This design comes from an exercise in tuning for small area on the open sky130 flow, not from production work.
Function was checked by simulation only, so behaviour that the tests miss may differ from the original.
Power figures rest on the tool's default switching activity, not on a simulated workload.

**design.v**
```verilog
module spf (
    input  wire        clk,
    input  wire        rst,         
    input  wire        h_we,
    input  wire [10:0] h_addr,
    input  wire [7:0]  h_wdata,
    output reg  [7:0]  h_rdata,
    input  wire [7:0]  rx_count,    
    input  wire [7:0]  rx_data,     
    output reg         rx_pop,      
    input  wire        tx_ready,
    input  wire        tx_empty,
    output reg         tx_push,
    output reg  [7:0]  tx_data
);
    localparam [7:0] CSUM_SEED  = 8'hAD;
    localparam [7:0] STOP       = 8'h07;
    localparam [7:0] SOF1       = 8'hF0;
    localparam [7:0] EOF1       = 8'h0F;
    localparam [7:0] ACK1_B     = 8'hF3;
    localparam [7:0] RSP_CMD_HI = 8'h00;
    localparam [9:0] POLL_LAST  = 10'd999;    
    localparam [7:0] OP_NOP       = 8'h00;
    localparam [7:0] OP_CSUM      = 8'h01;
    localparam [7:0] OP_BUILD     = 8'h02;
    localparam [7:0] OP_DRAIN     = 8'h03;
    localparam [7:0] OP_SEND      = 8'h04;
    localparam [7:0] OP_AWAIT_ACK = 8'h05;
    localparam [7:0] OP_READ_RESP = 8'h06;
    localparam [7:0] OP_EXEC_CMD  = 8'h07;
    localparam [7:0] OP_EXEC_REQ  = 8'h08;
    localparam [4:0] S_IDLE          = 5'h00;
    localparam [4:0] S_CSUM_RUN      = 5'h01;
    localparam [4:0] S_BUILD_RUN     = 5'h02;
    localparam [4:0] S_TX_SEND       = 5'h03;
    localparam [4:0] S_DRAIN_FLUSH   = 5'h04;
    localparam [4:0] S_DRAIN_DISCARD = 5'h05;
    localparam [4:0] S_ACK0          = 5'h06;
    localparam [4:0] S_ACK1          = 5'h07;
    localparam [4:0] S_RSP_SOF0      = 5'h08;
    localparam [4:0] S_RSP_SOF1      = 5'h09;
    localparam [4:0] S_RSP_CMDH      = 5'h0A;
    localparam [4:0] S_RSP_CMDL      = 5'h0B;
    localparam [4:0] S_RSP_LEN       = 5'h0C;
    localparam [4:0] S_RSP_PAY       = 5'h0D;
    localparam [4:0] S_RSP_CSUM      = 5'h0E;
    localparam [4:0] S_RSP_EOF0      = 5'h0F;
    localparam [4:0] S_RSP_EOF1      = 5'h10;
    localparam [2:0] E_NONE       = 3'd0;
    localparam [2:0] E_TIMEOUT    = 3'd1;
    localparam [2:0] E_FRAMING    = 3'd2;
    localparam [2:0] E_UNEXP_CMD  = 3'd3;
    localparam [2:0] E_INCOMPLETE = 3'd4;
    localparam [2:0] E_CHECKSUM   = 3'd5;
    localparam [2:0] E_ILLEGAL_OP = 3'd6;
    reg [7:0] op_r, cmd_r, len_r, exp_r, rxlen_r, csum_r, fbyte_r;
    reg [4:0] fstate_r;
    reg       busy, done, ok;
    reg [2:0] err;
    reg [4:0] state;
    reg [8:0] idx;       
    reg [7:0] acc;
    reg       seen;
    reg [9:0] poll;      
    wire [7:0] status = {1'b0, err, 1'b0, ok, done, busy};
    wire host_wr   = h_we && !busy;
    wire start     = host_wr && (h_addr == 11'h000);
    reg       en_do;             
    reg [4:0] en_s;
    reg       fin_do;            
    reg [2:0] fin_code;
    reg       cs_do;             
    reg [7:0] cs_b;
    reg       idx_inc;
    reg       poll_inc, poll_clr;
    reg       k_load, k_dec;
    reg       rxlen_we, fbyte_we, csum_we;
    reg       fb_we;
    reg [7:0] fb_b;
    reg       rb_we;
    reg       av_state;
    reg [7:0] av_exp;
    reg [2:0] av_err;
    wire       rx_have  = (rx_count != 8'd0);
    wire [8:0] len9     = {1'b0, len_r};
    wire [8:0] len4     = len9 + 9'd4;
    wire [8:0] last_off = len9 + 9'd6;
    wire [7:0] tx_at_pay;
    wire       cs_add  = (cs_b != STOP) || !seen;
    wire [7:0] cs_acc  = cs_add ? (acc + cs_b) : acc;
    wire       cs_seen = seen || (cs_b == STOP);
    always @* begin
        if (idx == 9'd0)              fb_b = STOP;
        else if (idx == 9'd1)         fb_b = SOF1;
        else if (idx == 9'd2)         fb_b = cmd_r;
        else if (idx == 9'd3)         fb_b = len_r;
        else if (idx < len4)          fb_b = tx_at_pay;
        else if (idx == len4)         fb_b = acc;
        else if (idx == len9 + 9'd5)  fb_b = STOP;
        else                          fb_b = EOF1;
    end
    reg       adv;
    reg       adv_fin;
    reg [4:0] adv_s;
    always @* begin
        adv_fin = 1'b1;
        adv_s   = S_IDLE;
        case (state)
            S_BUILD_RUN:     if (op_r != OP_BUILD)    begin adv_fin = 1'b0; adv_s = S_TX_SEND;   end
            S_TX_SEND:       if (op_r != OP_SEND)     begin adv_fin = 1'b0; adv_s = S_ACK0;      end
            S_DRAIN_DISCARD: if (op_r != OP_DRAIN)    begin adv_fin = 1'b0; adv_s = S_BUILD_RUN; end
            S_ACK1:          if (op_r == OP_EXEC_REQ) begin adv_fin = 1'b0; adv_s = S_RSP_SOF0;  end
            default: ;
        endcase
    end
    always @* begin
        en_do = 1'b0; en_s = S_IDLE;
        fin_do = 1'b0; fin_code = E_NONE;
        cs_do = 1'b0; cs_b = 8'h00;
        idx_inc = 1'b0;
        poll_inc = 1'b0; poll_clr = 1'b0;
        k_load = 1'b0; k_dec = 1'b0;
        rxlen_we = 1'b0; fbyte_we = 1'b0; csum_we = 1'b0;
        fb_we = 1'b0;
        rb_we = 1'b0;
        rx_pop = 1'b0;
        tx_push = 1'b0;
        tx_data = fb_b;
        av_state = 1'b0; av_exp = 8'h00; av_err = E_FRAMING;
        adv = 1'b0;
        if (start) begin
            case (h_wdata)
                OP_NOP:       begin fin_do = 1'b1; fin_code = E_NONE; end
                OP_CSUM:      begin en_do = 1'b1; en_s = S_CSUM_RUN; end
                OP_BUILD:     begin en_do = 1'b1; en_s = S_BUILD_RUN; end
                OP_DRAIN:     begin en_do = 1'b1; en_s = S_DRAIN_FLUSH; end
                OP_SEND:      begin en_do = 1'b1; en_s = S_BUILD_RUN; end
                OP_AWAIT_ACK: begin en_do = 1'b1; en_s = S_ACK0; end
                OP_READ_RESP: begin en_do = 1'b1; en_s = S_RSP_SOF0; end
                OP_EXEC_CMD:  begin en_do = 1'b1; en_s = S_DRAIN_FLUSH; end
                OP_EXEC_REQ:  begin en_do = 1'b1; en_s = S_DRAIN_FLUSH; end
                default:      begin fin_do = 1'b1; fin_code = E_ILLEGAL_OP; end
            endcase
        end else if (busy) begin
            case (state)
                S_CSUM_RUN: begin
                    if (idx < len4) begin
                        cs_do = 1'b1; cs_b = tx_at_pay;
                        idx_inc = 1'b1;
                    end else begin
                        csum_we = 1'b1;
                        adv = 1'b1;
                    end
                end
                S_BUILD_RUN: begin
                    if (idx == len4) csum_we = 1'b1;
                    fb_we = 1'b1;
                    if (idx >= 9'd2 && idx < len4) begin
                        cs_do = 1'b1; cs_b = fb_b;
                    end
                    if (idx == last_off) adv = 1'b1;
                    else idx_inc = 1'b1;
                end
                S_TX_SEND: begin
                    if (tx_ready) begin
                        tx_push = 1'b1;
                        if (idx == last_off) adv = 1'b1;
                        else idx_inc = 1'b1;
                    end
                end
                S_DRAIN_FLUSH: begin
                    if (tx_empty) begin
                        k_load = 1'b1;
                        en_do = 1'b1; en_s = S_DRAIN_DISCARD;
                    end
                end
                S_DRAIN_DISCARD: begin
                    if (poll[7:0] == 8'hFF) adv = 1'b1;
                    else begin
                        rx_pop = 1'b1;
                        k_dec = 1'b1;
                    end
                end
                S_ACK0:     begin av_state = 1'b1; av_exp = STOP;       av_err = E_FRAMING;   end
                S_ACK1:     begin av_state = 1'b1; av_exp = ACK1_B;     av_err = E_FRAMING;   end
                S_RSP_SOF0: begin av_state = 1'b1; av_exp = STOP;       av_err = E_FRAMING;   end
                S_RSP_SOF1: begin av_state = 1'b1; av_exp = SOF1;       av_err = E_FRAMING;   end
                S_RSP_CMDH: begin av_state = 1'b1; av_exp = RSP_CMD_HI; av_err = E_UNEXP_CMD; end
                S_RSP_CMDL: begin av_state = 1'b1; av_exp = exp_r;      av_err = E_UNEXP_CMD; end
                S_RSP_CSUM: begin av_state = 1'b1; av_exp = acc;        av_err = E_CHECKSUM;  end
                S_RSP_EOF0: begin av_state = 1'b1; av_exp = STOP;       av_err = E_FRAMING;   end
                S_RSP_EOF1: begin av_state = 1'b1; av_exp = EOF1;       av_err = E_FRAMING;   end
                S_RSP_LEN: begin
                    if (rx_have) begin
                        rx_pop = 1'b1;
                        rxlen_we = 1'b1;
                        cs_do = 1'b1; cs_b = rx_data;
                        en_do = 1'b1;
                        en_s = (rx_data == 8'd0) ? S_RSP_CSUM : S_RSP_PAY;
                    end else begin
                        poll_inc = 1'b1;
                        if (poll == POLL_LAST) begin fin_do = 1'b1; fin_code = E_TIMEOUT; end
                    end
                end
                S_RSP_PAY: begin
                    if (rx_have) begin
                        rx_pop = 1'b1;
                        rb_we = 1'b1;
                        cs_do = 1'b1; cs_b = rx_data;
                        poll_clr = 1'b1;
                        if (idx[7:0] + 8'd1 == rxlen_r) begin
                            en_do = 1'b1; en_s = S_RSP_CSUM;
                        end else begin
                            idx_inc = 1'b1;
                        end
                    end else begin
                        poll_inc = 1'b1;
                        if (poll == POLL_LAST) begin fin_do = 1'b1; fin_code = E_INCOMPLETE; end
                    end
                end
                default: ;
            endcase
            if (av_state) begin
                if (rx_have) begin
                    if (rx_data == av_exp) begin
                        rx_pop = 1'b1;
                        case (state)
                            S_ACK0:     begin en_do = 1'b1; en_s = S_ACK1; end
                            S_ACK1:     adv = 1'b1;
                            S_RSP_SOF0: begin en_do = 1'b1; en_s = S_RSP_SOF1; end
                            S_RSP_SOF1: begin en_do = 1'b1; en_s = S_RSP_CMDH; end
                            S_RSP_CMDH: begin
                                cs_do = 1'b1; cs_b = RSP_CMD_HI;
                                en_do = 1'b1; en_s = S_RSP_CMDL;
                            end
                            S_RSP_CMDL: begin
                                cs_do = 1'b1; cs_b = exp_r;
                                en_do = 1'b1; en_s = S_RSP_LEN;
                            end
                            S_RSP_CSUM: begin en_do = 1'b1; en_s = S_RSP_EOF0; end
                            S_RSP_EOF0: begin en_do = 1'b1; en_s = S_RSP_EOF1; end
                            default:    adv = 1'b1;    
                        endcase
                    end else begin
                        fbyte_we = 1'b1;
                        fin_do = 1'b1; fin_code = av_err;
                    end
                end else begin
                    poll_inc = 1'b1;
                    if (poll == POLL_LAST) begin fin_do = 1'b1; fin_code = E_TIMEOUT; end
                end
            end
            if (adv) begin
                if (adv_fin) begin fin_do = 1'b1; fin_code = E_NONE; end
                else begin en_do = 1'b1; en_s = adv_s; end
            end
        end
    end
    wire [7:0] acc_after = cs_do ? cs_acc : acc;
    always @(posedge clk) begin
        if (rst) begin
            op_r <= 8'h00; cmd_r <= 8'h00; len_r <= 8'h00; exp_r <= 8'h00;
            rxlen_r <= 8'h00; csum_r <= 8'h00; fbyte_r <= 8'h00; fstate_r <= 5'h00;
            busy <= 1'b0; done <= 1'b0; ok <= 1'b0; err <= E_NONE;
            state <= S_IDLE; idx <= 9'd0; acc <= 8'h00; seen <= 1'b0;
            poll <= 10'd0;
        end else begin
            if (host_wr) begin
                case (h_addr)
                    11'h002: cmd_r <= h_wdata;
                    11'h003: len_r <= h_wdata;
                    11'h004: exp_r <= h_wdata;
                    default: ;
                endcase
            end
            if (start) begin
                op_r <= h_wdata;
                done <= 1'b0; ok <= 1'b0; err <= E_NONE;
                fstate_r <= 5'h00; fbyte_r <= 8'h00;
                if (h_wdata == OP_READ_RESP || h_wdata == OP_EXEC_REQ) rxlen_r <= 8'h00;
                if (en_do) busy <= 1'b1;
            end
            if (cs_do) begin acc <= cs_acc; seen <= cs_seen; end
            if (idx_inc) idx <= idx + 9'd1;
            if (poll_inc || k_dec) poll <= poll + 10'd1;
            if (poll_clr) poll <= 10'd0;
            if (rxlen_we) rxlen_r <= rx_data;
            if (fbyte_we) fbyte_r <= rx_data;
            if (csum_we) csum_r <= acc;
            if (en_do) begin
                state <= en_s;
                poll <= k_load ? {2'b00, ~rx_count} : 10'd0;
                case (en_s)
                    S_CSUM_RUN:  begin acc <= CSUM_SEED; seen <= 1'b0; idx <= 9'd4; end
                    S_BUILD_RUN: begin acc <= CSUM_SEED; seen <= 1'b0; idx <= 9'd0; end
                    S_TX_SEND:  idx <= 9'd0;
                    S_RSP_SOF0: begin acc <= CSUM_SEED; seen <= 1'b0; end
                    S_RSP_PAY:  idx <= 9'd0;
                    S_RSP_CSUM: csum_r <= acc_after;
                    default: ;
                endcase
            end
            if (fin_do) begin
                if (fin_code != E_NONE && fin_code != E_ILLEGAL_OP) fstate_r <= state;
                err  <= fin_code;
                ok   <= (fin_code == E_NONE);
                done <= 1'b1;
                busy <= 1'b0;
                state <= S_IDLE;
            end
        end
    end
    wire [255:0] hrow;
    wire [255:0] erow;
    wire [15:0] h_hi = 16'd1 << h_addr[7:4];
    wire [15:0] h_lo = 16'd1 << h_addr[3:0];
    wire [15:0] e_hi = 16'd1 << idx[7:4];
    wire [15:0] e_lo = 16'd1 << idx[3:0];
    genvar r;
    generate
        for (r = 0; r < 256; r = r + 1) begin : dec
            assign hrow[r] = h_hi[r / 16] & h_lo[r % 16];
            assign erow[r] = e_hi[r / 16] & e_lo[r % 16];
        end
    endgenerate
    wire tx_wen = !rst && host_wr && (h_addr[10:8] == 3'b001);
    wire rx_wen = !rst && busy && rb_we;
    wire fb_wen = !rst && busy && fb_we;
    wire [8*255-1:0] tx_q;
    reg  [7:0] tx_hrd, tx_erd, rx_hrd, fb_hrd;
    generate
        for (r = 0; r < 255; r = r + 1) begin : txb
            reg  [7:0] q;
            wire we = tx_wen & hrow[r];
            always @(posedge clk) q <= ({8{we}} & h_wdata) | ({8{~we}} & q);
            assign tx_q[8*r +: 8] = q;
        end
    endgenerate
    wire [8*255-1:0] rx_q;
    generate
        for (r = 0; r < 255; r = r + 1) begin : rxb
            reg  [7:0] q;
            wire we = rx_wen & erow[r];
            always @(posedge clk) q <= ({8{we}} & rx_data) | ({8{~we}} & q);
            assign rx_q[8*r +: 8] = q;
        end
    endgenerate
    wire [8*262-1:0] fb_q;
    assign fb_q[15:0] = {SOF1, STOP};
    generate
        for (r = 2; r < 262; r = r + 1) begin : fbb
            reg  [7:0] q;
            wire we = fb_wen & erow[r % 256] & (idx[8] == (r >= 256));
            always @(posedge clk) q <= ({8{we}} & fb_b) | ({8{~we}} & q);
            assign fb_q[8*r +: 8] = q;
        end
    endgenerate
    integer j;
    always @* begin
        tx_hrd = 8'h00; tx_erd = 8'h00; rx_hrd = 8'h00; fb_hrd = 8'h00;
        for (j = 0; j < 255; j = j + 1) begin
            tx_hrd = tx_hrd | ({8{hrow[j]}} & tx_q[8*j +: 8]);
            tx_erd = tx_erd | ({8{erow[(j + 4) % 256]}} & tx_q[8*j +: 8]);
            rx_hrd = rx_hrd | ({8{hrow[j]}} & rx_q[8*j +: 8]);
        end
        for (j = 0; j < 262; j = j + 1)
            fb_hrd = fb_hrd | ({8{hrow[j % 256] & (h_addr[8] == (j >= 256))}} & fb_q[8*j +: 8]);
    end
    assign tx_at_pay = tx_erd;
    always @* begin
        h_rdata = 8'h00;
        case (h_addr[10:8])
            3'b000: begin
                case (h_addr[7:0])
                    8'h00: h_rdata = op_r;
                    8'h01: h_rdata = status;
                    8'h02: h_rdata = cmd_r;
                    8'h03: h_rdata = len_r;
                    8'h04: h_rdata = exp_r;
                    8'h05: h_rdata = rxlen_r;
                    8'h06: h_rdata = csum_r;
                    8'h07: h_rdata = {3'b000, fstate_r};
                    8'h08: h_rdata = fbyte_r;
                    default: h_rdata = 8'h00;
                endcase
            end
            3'b001: h_rdata = tx_hrd;
            3'b010: h_rdata = rx_hrd;
            3'b100: h_rdata = fb_hrd;
            3'b101: if (h_addr[7:0] < 8'h06) h_rdata = fb_hrd;
            default: h_rdata = 8'h00;
        endcase
    end
endmodule
```
**run.sh**
```bash
#!/bin/bash
# synth_recipe.tcl (not shown) runs the flow's synth.tcl, then flattens the netlist and writes it again
# the make line also repeats each setting of config.mk as NAME=value (left out here)
make -C /OpenROAD-flow-scripts/flow DESIGN_CONFIG=/design/flow/config.mk WORK_HOME=/design/flow/orfs CLKGATE_MAP_FILE= SYNTH_SCRIPT=/design/flow/synth_recipe.tcl finish
```
**config.mk**
```make
export PLATFORM = sky130hd
export DESIGN_NAME = spf
export DESIGN_NICKNAME = spf
export VERILOG_FILES = /design/flow/design.v
export SDC_FILE = /design/flow/constraint.sdc
export NUM_CORES = 4
export LEC_CHECK = 0
export CAP_MARGIN = 20
export CORE_MARGIN = 2
export CORE_UTILIZATION = 35
export PLACE_DENSITY = 0.4
export SLEW_MARGIN = 20
```
**constraint.sdc**
```tcl
create_clock -name core_clock -period 15.0 [get_ports {clk}]
set_input_delay 3.0000 -clock core_clock [delete_from_list [all_inputs] [get_ports {clk}]]
set_output_delay 3.0000 -clock core_clock [all_outputs]
set_load 0.01 [all_outputs]
```
==> results.txt, run 1 <==
Synth Register Bits=6260; post-CTS resize count=0; placed standard-cell area=283000 µm²; cell total after placement=26697; io pins=58; total overflow reported by the global router=36; synthesized netlist cell count=16203; sequential area share after synthesis=0.749; last flow stage reached=global routing (5_1_grt); IO Port Bufs=57; leading cell type by number of instances after synthesis=sky130_fd_sc_hd__edfxtp_1; global-route wire length before repair=3590000 µm; buffer count from post-CTS setup fixing=0; maximum number of pins on one net before global-route repair=201; routability congestion estimate=1.32; total clock buffers created by CTS=694; HPWL Detailed=2010000 µm; Run Error=[ERROR GRT-0116] Global routing finished with congestion. Check the congestion regions in the DRC Viewer.; minimum setup slack after placement=0.905 ns; number of enable flip-flop cells after synthesis=6160; H-Tree Level Count=6; Mapped Area=250000 µm²; post-synthesis average cell area=15.4 µm²; floorplan die height=849 µm; Clock Sinks=6260; chip width=849 µm; vias in the first global route=243148; yosys synthesis warning count=1; initial core utilization=0.351; # hold bufs at CTS=0; number of rows in the core area=310; result of the run=aborted with a tool error; global-route total usage across every layer=0.805; largest buffer count on any clock path=4; top flip-flop cell by instance count after synthesis=sky130_fd_sc_hd__edfxtp_1; fraction of registers with async set/reset=0; root buffer cell=sky130_fd_sc_hd__clkbuf_16; top area cells in the synthesized netlist=sky130_fd_sc_hd__edfxtp_1 (74%), sky130_fd_sc_hd__a22oi_1 (4.8%), sky130_fd_sc_hd__a22o_1 (3.1%); commonest cells in the netlist=sky130_fd_sc_hd__edfxtp_1 (6160), sky130_fd_sc_hd__a22oi_1 (1592), sky130_fd_sc_hd__nand3_1 (1105); distinct cell type count after synthesis=101; share of the synthesized area in the top cell type=0.741; leading area contributor after synthesis=sky130_fd_sc_hd__edfxtp_1
-- how the worst max path moves through the flow --
| stage | start | end | slack (ns) | cells past startpoint |
|---|---|---|---|---|
| after floorplan | idx[2] | tx_data[1] | 1.54 | 17 |
| after detailed placement | h_addr[7] | h_rdata[2] | 0.91 | 15 |
| after CTS | h_addr[7] | h_rdata[2] | 0.89 | 15 |
| after global placement | h_addr[4] | h_rdata[1] | -0.42 | 17 |
-- layer usage --
metal | overflow | global-route usage
met1 | 0 | 0.810
met2 | 19 | 0.891
met5 | 0 | 0.625
met3 | 2 | 0.733
met4 | 15 | 0.766
-- power groups by stage --
| stage | combinational (mW) | sequential [mW] | clock (mW) |
|---|---|---|---|
| after global placement | 0.785 | 19.5 | 0 |
| after floorplan | 0.126 | 19.5 | 0 |
| after detailed placement | 0.787 | 19.5 | 0 |
| after CTS | 0.787 | 19.1 | 17.3 |
-- logic make-up after synthesis --
kind of cell               count (synthesis)  share of synthesized area
AOI/OAI and AO/OA                       4271                      0.136
xor gates and xnor gates                  46                    0.00161
adders and majority gates                 29                    0.00148
buffers and inverters                   1300                     0.0209
DFF                                     6260                      0.749
muxes                                     91                    0.00396
and+or+nand+nor                         4206                     0.0871
==> inputs of run 2 (changes only) <==
--- a/design.v
+++ b/design.v
@@ -332,7 +332,7 @@
         for (r = 0; r < 255; r = r + 1) begin : txb
             reg  [7:0] q;
             wire we = tx_wen & hrow[r];
-            always @(posedge clk) q <= ({8{we}} & h_wdata) | ({8{~we}} & q);
+            always @(posedge clk) if (we) q <= h_wdata;
             assign tx_q[8*r +: 8] = q;
         end
     endgenerate
@@ -341,7 +341,7 @@
         for (r = 0; r < 255; r = r + 1) begin : rxb
             reg  [7:0] q;
             wire we = rx_wen & erow[r];
-            always @(posedge clk) q <= ({8{we}} & rx_data) | ({8{~we}} & q);
+            always @(posedge clk) if (we) q <= rx_data;
             assign rx_q[8*r +: 8] = q;
         end
     endgenerate
@@ -351,44 +351,73 @@
         for (r = 2; r < 262; r = r + 1) begin : fbb
             reg  [7:0] q;
             wire we = fb_wen & erow[r % 256] & (idx[8] == (r >= 256));
-            always @(posedge clk) q <= ({8{we}} & fb_b) | ({8{~we}} & q);
+            always @(posedge clk) if (we) q <= fb_b;
             assign fb_q[8*r +: 8] = q;
         end
     endgenerate
-    integer j;
+    wire [7:0]  pidx = idx[7:0] - 8'd4;
+    wire [15:0] p_hi = 16'd1 << pidx[7:4];
+    wire [15:0] p_lo = 16'd1 << pidx[3:0];
+    wire [15:0] ht_hi = h_hi & {16{h_addr[10:8] == 3'b001}};
+    wire [15:0] hr_hi = h_hi & {16{h_addr[10:8] == 3'b010}};
+    wire [15:0] hf_hi = h_hi & {16{h_addr[10:8] == 3'b100}};
+    wire [15:0] hx_hi = h_hi & {16{h_addr[10:8] == 3'b101}};
+    wire [7:0] tx_h, tx_e, rx_h, fb_h, fb_x;
+    sel256 u_txh (.hi(ht_hi), .lo(h_lo), .d({8'h00, tx_q}),      .y(tx_h));
+    sel256 u_txe (.hi(p_hi),  .lo(p_lo), .d({8'h00, tx_q}),      .y(tx_e));
+    sel256 u_rxh (.hi(hr_hi), .lo(h_lo), .d({8'h00, rx_q}),      .y(rx_h));
+    sel256 u_fbh (.hi(hf_hi), .lo(h_lo), .d(fb_q[8*256-1:0]),    .y(fb_h));
+    sel16  u_fbx (.s(h_lo & {16{hx_hi[0]}}), .d({80'h0, fb_q[8*262-1:8*256]}), .y(fb_x));
     always @* begin
-        tx_hrd = 8'h00; tx_erd = 8'h00; rx_hrd = 8'h00; fb_hrd = 8'h00;
-        for (j = 0; j < 255; j = j + 1) begin
-            tx_hrd = tx_hrd | ({8{hrow[j]}} & tx_q[8*j +: 8]);
-            tx_erd = tx_erd | ({8{erow[(j + 4) % 256]}} & tx_q[8*j +: 8]);
-            rx_hrd = rx_hrd | ({8{hrow[j]}} & rx_q[8*j +: 8]);
-        end
-        for (j = 0; j < 262; j = j + 1)
-            fb_hrd = fb_hrd | ({8{hrow[j % 256] & (h_addr[8] == (j >= 256))}} & fb_q[8*j +: 8]);
+        tx_hrd = tx_h;
+        tx_erd = tx_e;
+        rx_hrd = rx_h;
+        fb_hrd = fb_h | fb_x;
     end
     assign tx_at_pay = tx_erd;
+    reg [7:0] reg_rd;
+    always @* begin
+        reg_rd = 8'h00;
+        if (h_addr[10:8] == 3'b000) begin
+            case (h_addr[7:0])
+                8'h00: reg_rd = op_r;
+                8'h01: reg_rd = status;
+                8'h02: reg_rd = cmd_r;
+                8'h03: reg_rd = len_r;
+                8'h04: reg_rd = exp_r;
+                8'h05: reg_rd = rxlen_r;
+                8'h06: reg_rd = csum_r;
+                8'h07: reg_rd = {3'b000, fstate_r};
+                8'h08: reg_rd = fbyte_r;
+                default: reg_rd = 8'h00;
+            endcase
+        end
+    end
+    always @* h_rdata = reg_rd | tx_hrd | rx_hrd | fb_hrd;
+endmodule
+module sel16 (
+    input  wire [15:0]  s,
+    input  wire [127:0] d,
+    output reg  [7:0]   y
+);
+    integer i;
     always @* begin
-        h_rdata = 8'h00;
-        case (h_addr[10:8])
-            3'b000: begin
-                case (h_addr[7:0])
-                    8'h00: h_rdata = op_r;
-                    8'h01: h_rdata = status;
-                    8'h02: h_rdata = cmd_r;
-                    8'h03: h_rdata = len_r;
-                    8'h04: h_rdata = exp_r;
-                    8'h05: h_rdata = rxlen_r;
-                    8'h06: h_rdata = csum_r;
-                    8'h07: h_rdata = {3'b000, fstate_r};
-                    8'h08: h_rdata = fbyte_r;
-                    default: h_rdata = 8'h00;
-                endcase
-            end
-            3'b001: h_rdata = tx_hrd;
-            3'b010: h_rdata = rx_hrd;
-            3'b100: h_rdata = fb_hrd;
-            3'b101: if (h_addr[7:0] < 8'h06) h_rdata = fb_hrd;
-            default: h_rdata = 8'h00;
-        endcase
+        y = 8'h00;
+        for (i = 0; i < 16; i = i + 1) y = y | ({8{s[i]}} & d[8*i +: 8]);
     end
 endmodule
+module sel256 (
+    input  wire [15:0]   hi,
+    input  wire [15:0]   lo,
+    input  wire [2047:0] d,
+    output wire [7:0]    y
+);
+    wire [127:0] g;
+    genvar k;
+    generate
+        for (k = 0; k < 16; k = k + 1) begin : grp
+            sel16 u (.s(lo), .d(d[128*k +: 128]), .y(g[8*k +: 8]));
+        end
+    endgenerate
+    sel16 u_top (.s(hi), .d(g), .y(y));
+endmodule
==> config.mk (replaced) <==
export PLATFORM = sky130hd
export DESIGN_NAME = spf
export DESIGN_NICKNAME = spf
export VERILOG_FILES = /design/flow/design.v
export SDC_FILE = /design/flow/constraint.sdc
export NUM_CORES = 4
export LEC_CHECK = 0
export CAP_MARGIN = 10
export CORE_MARGIN = 2
export CORE_UTILIZATION = 65
export CTS_CLUSTER_DIAMETER = 100
export CTS_CLUSTER_SIZE = 25
export PLACE_DENSITY = 0.75
export SLEW_MARGIN = 10
export SYNTH_HIERARCHICAL = 1
==> results.txt, run 2 <==
MaxCap Viol Count=0; yosys synthesis warning count=8; chip width=626 µm; Post-layout nets=14124; share of the synthesized area in the top cell type=0.735; Fin. Hold Viols=0; headroom to the max-slew limit=0.0493; global-route wire length before repair=1090000 µm; final clock skew=0.0546 ns; IR Drop Worst-Case VDD=0.000134 V; total power per unit cell area=111 nW/µm²; share of the clock period used by the worst path after layout=0.859; distinct cell type count after synthesis=96; fraction of registers with async set/reset=0; total via count in the routed design=156452; number of rows in the core area=228; Cell Chain, Critical Path=clkdlybuf4s50_1, nor2b_1, nand3_2, inv_8, buf_12, a22o_1, a221oi_1, nand4_1, a22o_1, a221oi_1, nand4_1, nor4_1, o21ai_0, clkdlybuf4s50_1; initial core utilization=0.653; minimum setup slack after placement=2.72 ns; buffer and inverter count on the worst path=4; clock edge transition at the registers on the reported setup and hold paths=0.11 ns; CP Data Required Time=12.00 ns; Synth Register Bits=6260; maximum operating frequency=0.0776 GHz; share of post-route cells with drive strength above 1=0.0830; routability congestion estimate=0.982; Top delay family on crit path=compound AO/OA/AOI/OAI gates; DRC violation count after routing=0; Largest register FFs=2080; vias in the first global route=147052; synthesized netlist cell count=14565; register name with the most flops=fbb.q; commonest cells in the netlist=sky130_fd_sc_hd__edfxtp_1 (6160), sky130_fd_sc_hd__a22o_1 (2216), sky130_fd_sc_hd__a221oi_1 (1878); antenna violations before repair=54; total clock buffers created by CTS=291; detailed-route wire length per cell=40.2 µm; placed standard-cell area=253000 µm²; number of enable flip-flop cells after synthesis=6160; non-filler cells, final=19325; total overflow reported by the global router=0; CP arrival=9.89 ns; iteration count of the initial detailed-routing pass=14; # hold bufs at CTS=0; number of filler cells placed in the layout=24954; H-Tree Level Count=5; Worst-Skew Late Latency=1.00 ns; floorplan die height=626 µm; sequential area share after synthesis=0.743; Mapped Area=252000 µm²; Crit-path slowest cell=sky130_fd_sc_hd__a221oi_1; final worst path period need=12.89 ns; final worst setup slack=2.11 ns; maximum number of pins on one net before global-route repair=217; top flip-flop cell by instance count after synthesis=sky130_fd_sc_hd__edfxtp_1; result of the run=timing/DRC/antenna clean; endpoint type of the worst setup path=output port; buffer count from post-CTS setup fixing=0; post-CTS resize count=0; measured slew at the worst slew-check pin=1.43 ns; Finish-stage setup viols=0; global-route total usage across every layer=0.389; unrepaired setup endpoints after global routing=false; min-delay worst type=flip-flop to flip-flop; Setup TNS=0 ns; proportion of synthesized area in mux cells=0.000681; cell total after placement=18934; Routed Antenna Nets=0; Floorplan Core Area=386000 µm²; biggest fanout along the worst timing path=80; top area cells in the synthesized netlist=sky130_fd_sc_hd__edfxtp_1 (73%), sky130_fd_sc_hd__a22o_1 (7.7%), sky130_fd_sc_hd__a221oi_1 (6.5%); Slowest Stage Delay on Critical Path=0.91 ns; leakage power=78.0 nW; Simple-Gate Fraction of Synth Area=0.0398; Synth Area in Compound Gates=0.172; HPWL Detailed=474000 µm; leading area contributor after synthesis=sky130_fd_sc_hd__edfxtp_1; Setup crit start kind=input pin; IO Port Bufs=57; Avg Vias per Cell=8.10; DIE AREA=392000 µm²; TritonCTS clock tree=built; DRT iter0 DRCs=29111; Clock Sinks=6260; leading cell type by number of instances after synthesis=sky130_fd_sc_hd__edfxtp_1; commonest cells after routing, fill and taps aside=sky130_fd_sc_hd__edfxtp_1 (6160), sky130_fd_sc_hd__a22o_1 (2216), sky130_fd_sc_hd__a221oi_1 (1877); Area growth syn-to-layout=3.59%; leading cell type in the layout, fill and taps excluded=sky130_fd_sc_hd__edfxtp_1; post-synthesis average cell area=17.3 µm²; largest registers=fbb.q (2080), rxb.q (2040), txb.q (2040); combinational family with the most area after synthesis=compound AO/OA/AOI/OAI gates; root buffer cell=sky130_fd_sc_hd__clkbuf_16; final design area excluding fillers=261000 µm²; xor and xnor fraction of the mapped netlist area=0.00186; type of the worst setup path=input pin to output port; adder-cell share of the synthesized area=0.00162; wire length after detailed routing=778000 µm; Final Max Tran Viols=0; largest buffer count on any clock path=4; io pins=58; post-route worst hold slack=0.479 ns
==> run 2: where the power goes <==
group	switching, mW	leakage (nW)	internal, mW
clock	5.22	3.88	3.66
sequential	0.000624	56.3	19.1
combinational	0.809	17.9	0.283
total	6.03	78.0	23.0
==> run 2: worst paths after layout <==
check	from	end	slack, ns	cells past startpoint
hold / removal	done	done	0.48	2
setup reg to reg	idx[1]	csum_r[7]	4.82	28
setup / recovery	h_addr[1]	h_rdata[3]	2.11	14
hold reg to reg	done	done	0.48	2
==> run 2: cell families after synthesis <==
group | count (synthesis)
AO/OA/AOI/OAI | 4765
buffers and inverters | 1365
XOR/XNOR | 52
AND/OR/NAND/NOR | 2073
multiplexers | 16
flip-flops | 6260
other | 2
adder cells (fa/ha/maj) | 32
==> run 2: metal layers <==
metal,GRT usage,routed length (µm),vias to the layer above
li1,-,-,61009
met3,0.0993,110000,2554
met1,0.525,265000,78995
met4,0.228,56200,48
met5,0,320,-
met2,0.580,346000,13846
==> run 2: metrics by stage <==
stage,util,total power [mW]
floorplan,-,20.0
global placement,0.655,20.5
detailed placement,0.655,20.5
CTS,0.676,29.0
global route,0.676,29.6
finish,0.676,29.0
==> run 2: per-module statistics from Yosys (local to each module, per instance), a selection <==
module / cells inside / times used / flops+latches / area, µm²
sel16: 88 / 69 / 0 / 778
spf: 8493 / 1 / 6260 / 198000
==> run 2: final cells by class <==
class / count / area, µm² / share of cell area
clock buffers: 323 / 7570 / 0.0290
well taps: 5175 / 6470 / 0.0248
clock inverters: 25 / 357 / 0.00137
flip-flops and latches: 6260 / 187000 / 0.717
diodes: 43 / 108 / 0.000413
inverters: 40 / 270 / 0.00104
multi-input cells: 7058 / 55200 / 0.212
repair buffers: 401 / 3830 / 0.0147
==> run 2: worst reg2reg max path: cells and delay by family (launching register included) <==
family	cells	cell delay, ns
compound gates	15	5.45
xor+xnor	1	0.14
flops	1	0.57
buf+inv	4	0.86
fa+ha+maj	2	0.79
simple gates	6	2.31
==> inputs of run 3 (changes only) <==
--- a/design.v
+++ b/design.v
@@ -332,7 +332,9 @@
         for (r = 0; r < 255; r = r + 1) begin : txb
             reg  [7:0] q;
             wire we = tx_wen & hrow[r];
-            always @(posedge clk) if (we) q <= h_wdata;
+            wire [7:0] qn;
+            hold8 u_h (.we(we), .wen(~we), .w(h_wdata), .q(q), .d(qn));
+            always @(posedge clk) q <= qn;
             assign tx_q[8*r +: 8] = q;
         end
     endgenerate
@@ -341,7 +343,9 @@
         for (r = 0; r < 255; r = r + 1) begin : rxb
             reg  [7:0] q;
             wire we = rx_wen & erow[r];
-            always @(posedge clk) if (we) q <= rx_data;
+            wire [7:0] qn;
+            hold8 u_h (.we(we), .wen(~we), .w(rx_data), .q(q), .d(qn));
+            always @(posedge clk) q <= qn;
             assign rx_q[8*r +: 8] = q;
         end
     endgenerate
@@ -351,28 +355,37 @@
         for (r = 2; r < 262; r = r + 1) begin : fbb
             reg  [7:0] q;
             wire we = fb_wen & erow[r % 256] & (idx[8] == (r >= 256));
-            always @(posedge clk) if (we) q <= fb_b;
+            wire [7:0] qn;
+            hold8 u_h (.we(we), .wen(~we), .w(fb_b), .q(q), .d(qn));
+            always @(posedge clk) q <= qn;
             assign fb_q[8*r +: 8] = q;
         end
     endgenerate
     wire [7:0]  pidx = idx[7:0] - 8'd4;
     wire [15:0] p_hi = 16'd1 << pidx[7:4];
     wire [15:0] p_lo = 16'd1 << pidx[3:0];
-    wire [15:0] ht_hi = h_hi & {16{h_addr[10:8] == 3'b001}};
-    wire [15:0] hr_hi = h_hi & {16{h_addr[10:8] == 3'b010}};
-    wire [15:0] hf_hi = h_hi & {16{h_addr[10:8] == 3'b100}};
-    wire [15:0] hx_hi = h_hi & {16{h_addr[10:8] == 3'b101}};
+    wire [15:0] ht_lo = h_lo & {16{h_addr[10:8] == 3'b001}};
+    wire [15:0] hr_lo = h_lo & {16{h_addr[10:8] == 3'b010}};
+    wire [15:0] hf_lo = h_lo & {16{h_addr[10:8] == 3'b100}};
+    wire [5:0]  hx_lo = h_lo[5:0] & {6{(h_addr[10:8] == 3'b101) && (h_addr[7:4] == 4'h0)}};
     wire [7:0] tx_h, tx_e, rx_h, fb_h, fb_x;
-    sel256 u_txh (.hi(ht_hi), .lo(h_lo), .d({8'h00, tx_q}),      .y(tx_h));
-    sel256 u_txe (.hi(p_hi),  .lo(p_lo), .d({8'h00, tx_q}),      .y(tx_e));
-    sel256 u_rxh (.hi(hr_hi), .lo(h_lo), .d({8'h00, rx_q}),      .y(rx_h));
-    sel256 u_fbh (.hi(hf_hi), .lo(h_lo), .d(fb_q[8*256-1:0]),    .y(fb_h));
-    sel16  u_fbx (.s(h_lo & {16{hx_hi[0]}}), .d({80'h0, fb_q[8*262-1:8*256]}), .y(fb_x));
+    sel_rows #(.ROWS(255)) u_txh (.hi(h_hi), .lo(ht_lo), .d(tx_q),             .y(tx_h));
+    sel_rows #(.ROWS(255)) u_txe (.hi(p_hi), .lo(p_lo),  .d(tx_q),             .y(tx_e));
+    sel_rows #(.ROWS(255)) u_rxh (.hi(h_hi), .lo(hr_lo), .d(rx_q),             .y(rx_h));
+    sel_rows #(.ROWS(256), .FIRST(2)) u_fbh (.hi(h_hi), .lo(hf_lo), .d(fb_q[8*256-1:16]), .y(fb_h));
+    reg  [7:0] fb_x_r;
+    integer j;
+    always @* begin
+        fb_x_r = 8'h00;
+        for (j = 0; j < 6; j = j + 1) fb_x_r = fb_x_r | ({8{hx_lo[j]}} & fb_q[8*(256+j) +: 8]);
+    end
+    assign fb_x = fb_x_r;
+    wire [7:0] fb_c = (h_addr[10:8] == 3'b100 && h_addr[7:1] == 7'h00) ? (h_addr[0] ? SOF1 : STOP) : 8'h00;
     always @* begin
         tx_hrd = tx_h;
         tx_erd = tx_e;
         rx_hrd = rx_h;
-        fb_hrd = fb_h | fb_x;
+        fb_hrd = fb_h | fb_x | fb_c;
     end
     assign tx_at_pay = tx_erd;
     reg [7:0] reg_rd;
@@ -395,29 +408,31 @@
     end
     always @* h_rdata = reg_rd | tx_hrd | rx_hrd | fb_hrd;
 endmodule
-module sel16 (
-    input  wire [15:0]  s,
-    input  wire [127:0] d,
-    output reg  [7:0]   y
+module sel_rows #(parameter ROWS = 256, parameter FIRST = 0) (
+    input  wire [15:0]       hi,
+    input  wire [15:0]       lo,
+    input  wire [8*(ROWS-FIRST)-1:0] d,   
+    output reg  [7:0]        y
 );
-    integer i;
+    integer g, i;
+    reg [7:0] t;
     always @* begin
         y = 8'h00;
-        for (i = 0; i < 16; i = i + 1) y = y | ({8{s[i]}} & d[8*i +: 8]);
+        for (g = 0; g < 16; g = g + 1) begin
+            t = 8'h00;
+            for (i = 0; i < 16; i = i + 1)
+                if (16*g + i >= FIRST && 16*g + i < ROWS)
+                    t = t | ({8{lo[i]}} & d[8*(16*g+i-FIRST) +: 8]);
+            y = y | ({8{hi[g]}} & t);
+        end
     end
 endmodule
-module sel256 (
-    input  wire [15:0]   hi,
-    input  wire [15:0]   lo,
-    input  wire [2047:0] d,
-    output wire [7:0]    y
+module hold8 (
+    input  wire       we,
+    input  wire       wen,
+    input  wire [7:0] w,
+    input  wire [7:0] q,
+    output wire [7:0] d
 );
-    wire [127:0] g;
-    genvar k;
-    generate
-        for (k = 0; k < 16; k = k + 1) begin : grp
-            sel16 u (.s(lo), .d(d[128*k +: 128]), .y(g[8*k +: 8]));
-        end
-    endgenerate
-    sel16 u_top (.s(hi), .d(g), .y(y));
+    assign d = ({8{we}} & w) | ({8{wen}} & q);
 endmodule
==> config.mk (replaced) <==
export PLATFORM = sky130hd
export DESIGN_NAME = spf
export DESIGN_NICKNAME = spf
export VERILOG_FILES = /design/flow/design.v
export SDC_FILE = /design/flow/constraint.sdc
export NUM_CORES = 4
export LEC_CHECK = 0
export CAP_MARGIN = 20
export CORE_MARGIN = 2
export CORE_UTILIZATION = 55
export CTS_CLUSTER_DIAMETER = 80
export CTS_CLUSTER_SIZE = 25
export PLACE_DENSITY = 0.65
export SLEW_MARGIN = 20
export SYNTH_HIERARCHICAL = 1
==> results.txt, run 3 <==
commonest cells after routing, fill and taps aside=sky130_fd_sc_hd__dfxtp_1 (6260), sky130_fd_sc_hd__a22o_1 (6161), sky130_fd_sc_hd__a22oi_1 (4083); share of post-route cells with drive strength above 1=0.0428; unrepaired setup endpoints after global routing=false; post-CTS resize count=0; Synth Area in Compound Gates=0.360; Largest register FFs=2080; global-route wire length before repair=1340000 µm; biggest fanout along the worst timing path=62; worst hold path startpoint=ok; Setup crit start kind=input pin; Clock Sinks=6260; total overflow reported by the global router=0; IO Port Bufs=57; # hold bufs at CTS=0; MaxCap Viol Count=0; maximum operating frequency=0.0731 GHz; chip width=682 µm; DRT iter0 DRCs=31692; synthesized netlist cell count=24204; maximum number of pins on one net before global-route repair=153; register name with the most flops=fbb.q; largest registers=fbb.q (2080), rxb.q (2040), txb.q (2040); combinational family with the most area after synthesis=compound AO/OA/AOI/OAI gates; Finish-stage setup viols=0; DIE AREA=465000 µm²; CP Data Required Time=12.00 ns; yosys synthesis warning count=9; floorplan die height=682 µm; total clock buffers created by CTS=305; R2R Path End=fbb[115].q[5]; sequential area share after synthesis=0.496; Worst Hold Depth=2; commonest cells in the netlist=sky130_fd_sc_hd__dfxtp_1 (6260), sky130_fd_sc_hd__a22o_1 (6161), sky130_fd_sc_hd__a22oi_1 (4083); leakage power=104 nW; wire length after detailed routing=921000 µm; leading area contributor after synthesis=sky130_fd_sc_hd__dfxtp_1; min-delay worst type=flip-flop to flip-flop; detailed-route wire length per cell=32.4 µm; Reg2Reg Depth=18; Area growth syn-to-layout=1.43%; Synth Register Bits=6260; Routed Antenna Nets=0; proportion of synthesized area in mux cells=0.000544; clock edge transition at the registers on the reported setup and hold paths=0.10 ns; routability congestion estimate=0.988; post-synthesis average cell area=10.4 µm²; Avg Vias per Cell=7.34; fraction of registers with async set/reset=0; Critical Path Start=h_addr[9]; share of the clock period used by the worst path after layout=0.912; top area cells in the synthesized netlist=sky130_fd_sc_hd__dfxtp_1 (50%), sky130_fd_sc_hd__a22o_1 (21%), sky130_fd_sc_hd__a22oi_1 (12%); final clock skew=0.0664 ns; HPWL Detailed=568000 µm; leading cell type by number of instances after synthesis=sky130_fd_sc_hd__dfxtp_1; global-route total usage across every layer=0.375; Setup TNS=0 ns; leading cell type in the layout, fill and taps excluded=sky130_fd_sc_hd__dfxtp_1; number of rows in the core area=248; Final Max Tran Viols=0; launch instance of the worst register-to-register path=idx[2]; buffer count from post-CTS setup fixing=0; iteration count of the initial detailed-routing pass=16; endpoint type of the worst setup path=output port; antenna violations before repair=67; cell total after placement=28024; xor and xnor fraction of the mapped netlist area=0.00139; non-filler cells, final=28467; Post-layout nets=22279; DRC violation count after routing=0; distinct cell type count after synthesis=97; root buffer cell=sky130_fd_sc_hd__clkbuf_16; Fin. Hold Viols=0; Simple-Gate Fraction of Synth Area=0.0578; headroom to the max-slew limit=0.153; TritonCTS clock tree=built; Worst-Skew Late Latency=1.01 ns; IR Drop Worst-Case VDD=0.000124 V; total power per unit cell area=105 nW/µm²; type of the worst setup path=input pin to output port; result of the run=timing/DRC/antenna clean; measured slew at the worst slew-check pin=1.27 ns; share of the synthesized area in the top cell type=0.496; total via count in the routed design=208898; initial core utilization=0.553; H-Tree Level Count=5; worst hold path endpoint=ok; final worst path period need=13.68 ns; number of enable flip-flop cells after synthesis=0; adder-cell share of the synthesized area=0.00165; io pins=58; largest buffer count on any clock path=4; vias in the first global route=192395; CP arrival=10.68 ns; top flip-flop cell by instance count after synthesis=sky130_fd_sc_hd__dfxtp_1; Mapped Area=253000 µm²; reg-to-reg slack, setup=4.81 ns; Floorplan Core Area=457000 µm²
run 3: cell count changes in the layout (fill, tap and decap cells not counted), sizes merged, moves of 710 or more:
cell / delta
edfxtp: -6160
dfxtp: +6160
a22o: +3946
a221oi: -2215
inv: +788
nor2: -710
a22oi: +4055
nand2: +1761
run 3: per-stage QoR:
stage,hold slack [ns],power [mW],worst slack (ns),utilization,instance area [µm²]
final,0.465,26.8,1.32,0.561,256000
after global routing,0.489,27.4,1.62,0.561,256000
after CTS,0.463,26.9,1.81,0.561,256000
after detailed placement,0.446,17.5,1.84,0.541,247000
after global placement,0.436,17.5,1.82,0.541,247000
after floorplan,0.425,17.1,0.881,-,253000
run 3: routing by layer:
| metal | track usage | up-vias | routed length [µm] |
|---|---|---|---|
| met5 | 0 | - | 384 |
| met1 | 0.525 | 103251 | 381000 |
| li1 | - | 89826 | - |
| met4 | 0.173 | 62 | 48200 |
| met3 | 0.0932 | 2209 | 108000 |
| met2 | 0.542 | 13550 | 384000 |
run 3: cell type report:
cell class	instances	area [µm²]
inverters	824	3090
clock buffers	340	8170
diodes	43	108
fillers	39565	201000
clock inverters	59	806
well taps	6125	7660
repair buffers	405	3770
multi-input cells	14411	107000
flip-flops and latches	6260	125000
run 3: how the worst max path moves through the flow:
stage	depth (start not counted)	end	slack (ns)
3_5_place_dp	16	h_rdata[0]	1.84
5_1_grt	16	h_rdata[2]	1.62
2_1_floorplan	14	tx_data[2]	0.88
6_report	15	h_rdata[7]	1.32
4_1_cts	16	h_rdata[0]	1.81
3_3_place_gp	16	h_rdata[0]	1.82
run 3: power breakdown:
part	internal (mW)	switching, mW	total (mW)
registers	16.6	0.0235	16.7
clock network	4.06	5.64	9.70
logic	0.0568	0.392	0.449
run 3: Yosys stat by module, one instance, submodules excluded, a selection:
module | copies in the design | flops+latches | area, µm² | cells
hold8 | 770 | 0 | 86.3 | 10
spf | 1 | 6260 | 139000 | 9277
run 3: kinds of logic after synthesis:
logic type | Yosys count
XOR/XNOR | 40
AO/OA/AOI/OAI | 11112
flip-flops | 6260
buffers and inverters | 3533
multiplexers | 13
AND/OR/NAND/NOR | 3213
adder cells (fa/ha/maj) | 33
run 3: worst max-delay path, stage by stage:
cell and delay [ns]:
sky130_fd_sc_hd__clkdlybuf4s50_1 0.67, sky130_fd_sc_hd__nor2_1 0.09, sky130_fd_sc_hd__nand2_2 0.82, sky130_fd_sc_hd__nor2_4 -0.01, sky130_fd_sc_hd__buf_4 0.36, sky130_fd_sc_hd__buf_4 0.56, sky130_fd_sc_hd__a22oi_1 0.34, sky130_fd_sc_hd__nand3_1 0.12
sky130_fd_sc_hd__o31ai_1 0.91, sky130_fd_sc_hd__nand4_1 0.84, sky130_fd_sc_hd__or4_1 1.01, sky130_fd_sc_hd__or4_1 0.62, sky130_fd_sc_hd__a21oi_1 0.14, sky130_fd_sc_hd__nand4_1 0.41, sky130_fd_sc_hd__clkdlybuf4s50_1 0.64
==> inputs of run 4 (changes only) <==
--- a/config.mk
+++ b/config.mk
@@ -7,9 +7,9 @@
 export LEC_CHECK = 0
 export CAP_MARGIN = 20
 export CORE_MARGIN = 2
-export CORE_UTILIZATION = 55
+export CORE_UTILIZATION = 65
 export CTS_CLUSTER_DIAMETER = 80
 export CTS_CLUSTER_SIZE = 25
-export PLACE_DENSITY = 0.65
+export PLACE_DENSITY = 0.75
 export SLEW_MARGIN = 20
 export SYNTH_HIERARCHICAL = 1
==> results.txt, run 4 <==
register area=125000 µm²; global-route total usage across every layer=0.427; buffer count from post-CTS setup fixing=0; antenna violations before repair=63; Area growth syn-to-layout=0.751%; type of the worst setup path=input pin to output port; DRT iter0 DRCs=36916; # hold bufs at CTS=0; Avg Vias per Cell=7.68; adder-cell share of the synthesized area=0.00165; Top delay family on crit path=simple AND/OR/NAND/NOR gates; floorplan die height=628 µm; portion of total power attributed to sequential cells=0.634; post-synthesis average cell area=10.4 µm²; wire length after detailed routing=889000 µm; Reg2Reg Depth=26; IO Port Bufs=57; final clock skew=0.0658 ns; Synth Area in Compound Gates=0.360; Floorplan Core Area=388000 µm²; H-Tree Level Count=5; chip width=628 µm; share of the synthesized area in the top cell type=0.496; total clock buffers created by CTS=294; Routed Antenna Nets=0; root buffer cell=sky130_fd_sc_hd__clkbuf_16; DIE AREA=394000 µm²; result of the run=timing/DRC/antenna clean; top area cells in the synthesized netlist=sky130_fd_sc_hd__dfxtp_1 (50%), sky130_fd_sc_hd__a22o_1 (21%), sky130_fd_sc_hd__a22oi_1 (12%); sequential area share after synthesis=0.496; total via count in the routed design=211538; headroom to the max-slew limit=0.131; yosys synthesis warning count=9; Setup crit start kind=input pin; vias in the first global route=192667; fraction of registers with async set/reset=0; minimum setup slack after placement=1.75 ns; clock edge transition at the registers on the reported setup and hold paths=0.09 ns; Critical Path Sink=h_rdata[0]; distinct cell type count after synthesis=97; total overflow reported by the global router=0; xor and xnor fraction of the mapped netlist area=0.00139; global-route wire length before repair=1290000 µm; iteration count of the initial detailed-routing pass=13; Simple-Gate Fraction of Synth Area=0.0578; final worst setup slack=1.41 ns; post-CTS resize count=0; leakage power=104 nW; leading cell type in the layout, fill and taps excluded=sky130_fd_sc_hd__dfxtp_1; Synth Register Bits=6260; share of the clock period used by the worst path after layout=0.906; Design Power=26.3 mW; min-delay worst type=flip-flop to flip-flop; launch instance of the worst register-to-register path=idx[2]; Slowest Stage Delay on Critical Path=0.97 ns; synthesized netlist cell count=24204; combinational family with the most area after synthesis=compound AO/OA/AOI/OAI gates; Largest register FFs=2080; register name with the most flops=fbb.q; number of enable flip-flop cells after synthesis=0; Critical Path Start=h_addr[8]; share of total power in the clock network=0.349; R2R Path End=csum_r[7]; HPWL Detailed=557000 µm; Fin. Hold Viols=0; total power per unit cell area=103 nW/µm²; number of rows in the core area=229; buffer and inverter count on the worst path=4; Finish-stage setup viols=0; TritonCTS clock tree=built; commonest cells after routing, fill and taps aside=sky130_fd_sc_hd__dfxtp_1 (6260), sky130_fd_sc_hd__a22o_1 (6161), sky130_fd_sc_hd__a22oi_1 (4083); proportion of synthesized area in mux cells=0.000544; unrepaired setup endpoints after global routing=false; share of post-route cells with drive strength above 1=0.0416; maximum number of pins on one net before global-route repair=151; Setup TNS=0 ns; placed standard-cell area=246000 µm²; Mapped Area=253000 µm²; measured slew at the worst slew-check pin=1.30 ns; DRC violation count after routing=0; io pins=58; leading cell type by number of instances after synthesis=sky130_fd_sc_hd__dfxtp_1; top flip-flop cell by instance count after synthesis=sky130_fd_sc_hd__dfxtp_1; Post-layout nets=22289; biggest fanout along the worst timing path=64; initial core utilization=0.651; final design area excluding fillers=255000 µm²; routability congestion estimate=1.03; detailed-route wire length per cell=32.3 µm; sw frac=0.223; maximum operating frequency=0.0736 GHz; MaxCap Viol Count=0; P_sw=5.85 mW; leading area contributor after synthesis=sky130_fd_sc_hd__dfxtp_1; endpoint type of the worst setup path=output port; largest registers=fbb.q (2080), rxb.q (2040), txb.q (2040); number of cells on the critical path=15; final worst path period need=13.59 ns; reg-to-reg slack, setup=6.17 ns; number of filler cells placed in the layout=30945; Combinational Power Share=0.017; commonest cells in the netlist=sky130_fd_sc_hd__dfxtp_1 (6260), sky130_fd_sc_hd__a22o_1 (6161), sky130_fd_sc_hd__a22oi_1 (4083); CP arrival=10.59 ns; Clock Sinks=6260; Crit-path slowest cell=sky130_fd_sc_hd__or4_1; Final Max Tran Viols=0; IR Drop Worst-Case VDD=0.000128 V; largest buffer count on any clock path=4; Internal Power=20.4 mW; post-route worst hold slack=0.476 ns; total area of multi-input combinational cells=107000 µm²; Cell Chain, Critical Path=clkdlybuf4s50_1, or3b_2, nor2_4, buf_4, a22oi_1, nand2_1, o31ai_1, nand4_1, or4_1, nor4_2, buf_4, nand2_1, a221oi_1, o211ai_1, clkdlybuf4s50_1; CP Data Required Time=12.00 ns; Worst-Skew Late Latency=1.03 ns
-- run 4: worst min-delay path: stages, from the launching register on --
cell                      delay, ns
sky130_fd_sc_hd__dfxtp_1       0.32
sky130_fd_sc_hd__nand3_1       0.06
sky130_fd_sc_hd__a21oi_1       0.06
-- run 4: metal layers --
metal	vias up	track usage	part of all wire
li1	89849	-	-
met1	103191	0.584	0.39
met2	15701	0.594	0.41
met3	2739	0.127	0.14
met4	58	0.253	0.067
met5	-	0.000370	0.00056
-- run 4: logic make-up after synthesis --
group	count (synthesis)
AO/OA/AOI/OAI	11112
XOR/XNOR	40
adder cells (fa/ha/maj)	33
buffers and inverters	3533
flip-flops	6260
multiplexers	13
AND/OR/NAND/NOR	3213
-- run 4: worst min path at each step --
stage                        from             to  slack (ns)  cells after the start
floorplan                  err[0]         err[0]        0.43                      2
detailed placement  rxb[244].q[7]  rxb[244].q[7]        0.45                      1
finish                 fbyte_r[4]     fbyte_r[4]        0.48                      2
global placement    rxb[221].q[5]  rxb[221].q[5]        0.45                      1
global route         fbb[29].q[1]   fbb[29].q[1]        0.49                      1
CTS                            ok             ok        0.47                      2
-- run 4: area by class of cell --
| class | count | share of cell area |
|---|---|---|
| multi-input combinational | 14411 | 0.422 |
| tap | 5197 | 0.0255 |
| clock inverter | 39 | 0.00191 |
| sequential | 6260 | 0.492 |
| antenna | 67 | 0.000658 |
| timing repair buffer | 426 | 0.0160 |
| inverter | 824 | 0.0121 |
| clock buffer | 308 | 0.0297 |
-- run 4: metrics by stage --
stage,utilization,std cells
floorplan,-,24204
global route,0.656,27494
global placement,0.635,27114
detailed placement,0.635,27118
finish,0.656,27532
CTS,0.656,27465
-- run 4: power by group through the flow --
| stage | Clock, mW | Sequential, mW | Combinational (mW) |
|---|---|---|---|
| after floorplan | 0 | 17.0 | 0.0819 |
| after global placement | 0 | 17.0 | 0.413 |
| after detailed placement | 0 | 17.0 | 0.417 |
| after CTS | 9.16 | 16.7 | 0.418 |
| after global routing | 9.73 | 16.7 | 0.439 |
| final | 9.16 | 16.7 | 0.439 |
-- run 4: per-module statistics from Yosys, one instance, submodules excluded, excerpt --
module	copies in the design	cells inside	area [µm²]
spf	1	9277	139000
hold8	770	10	86.3

[what the ideal ports hide]
In the flow no input, the clock included, has a driving cell. The finished layouts below were timed again as built, in two steps. Step 1: set_driving_cell puts a clkbuf_16 on clk and a buf_2 on each other input, an assumption about the parent block. Step 2 also shifts input and output timing later by t, the mid clock arrival at the registers, as if the neighbouring blocks saw the same clock. Three values: no drivers, after step 1, after step 2; two values: the first two.
run	t (ns)	setup slack, ns	hold WS [ns]	slew at the worst register clock pin (ns)	worst slew at a driven data input, ns
run 2	1.100	2.111 / 2.086 / 2.086	0.479 / 0.479 / 0.479	0.11 / 0.11	0.16
run 3	1.108	1.319 / 1.216 / 1.216	0.465 / 0.465 / 0.465	0.11 / 0.11	0.32
run 4	1.107	1.406 / 1.266 / 1.266	0.476 / 0.476 / 0.476	0.11 / 0.11	0.32
After both steps every run listed still meets setup and hold. For run 4, which loses most, drivers alone change the setup slack by -0.140 ns; drivers and shift together by -0.140 ns.
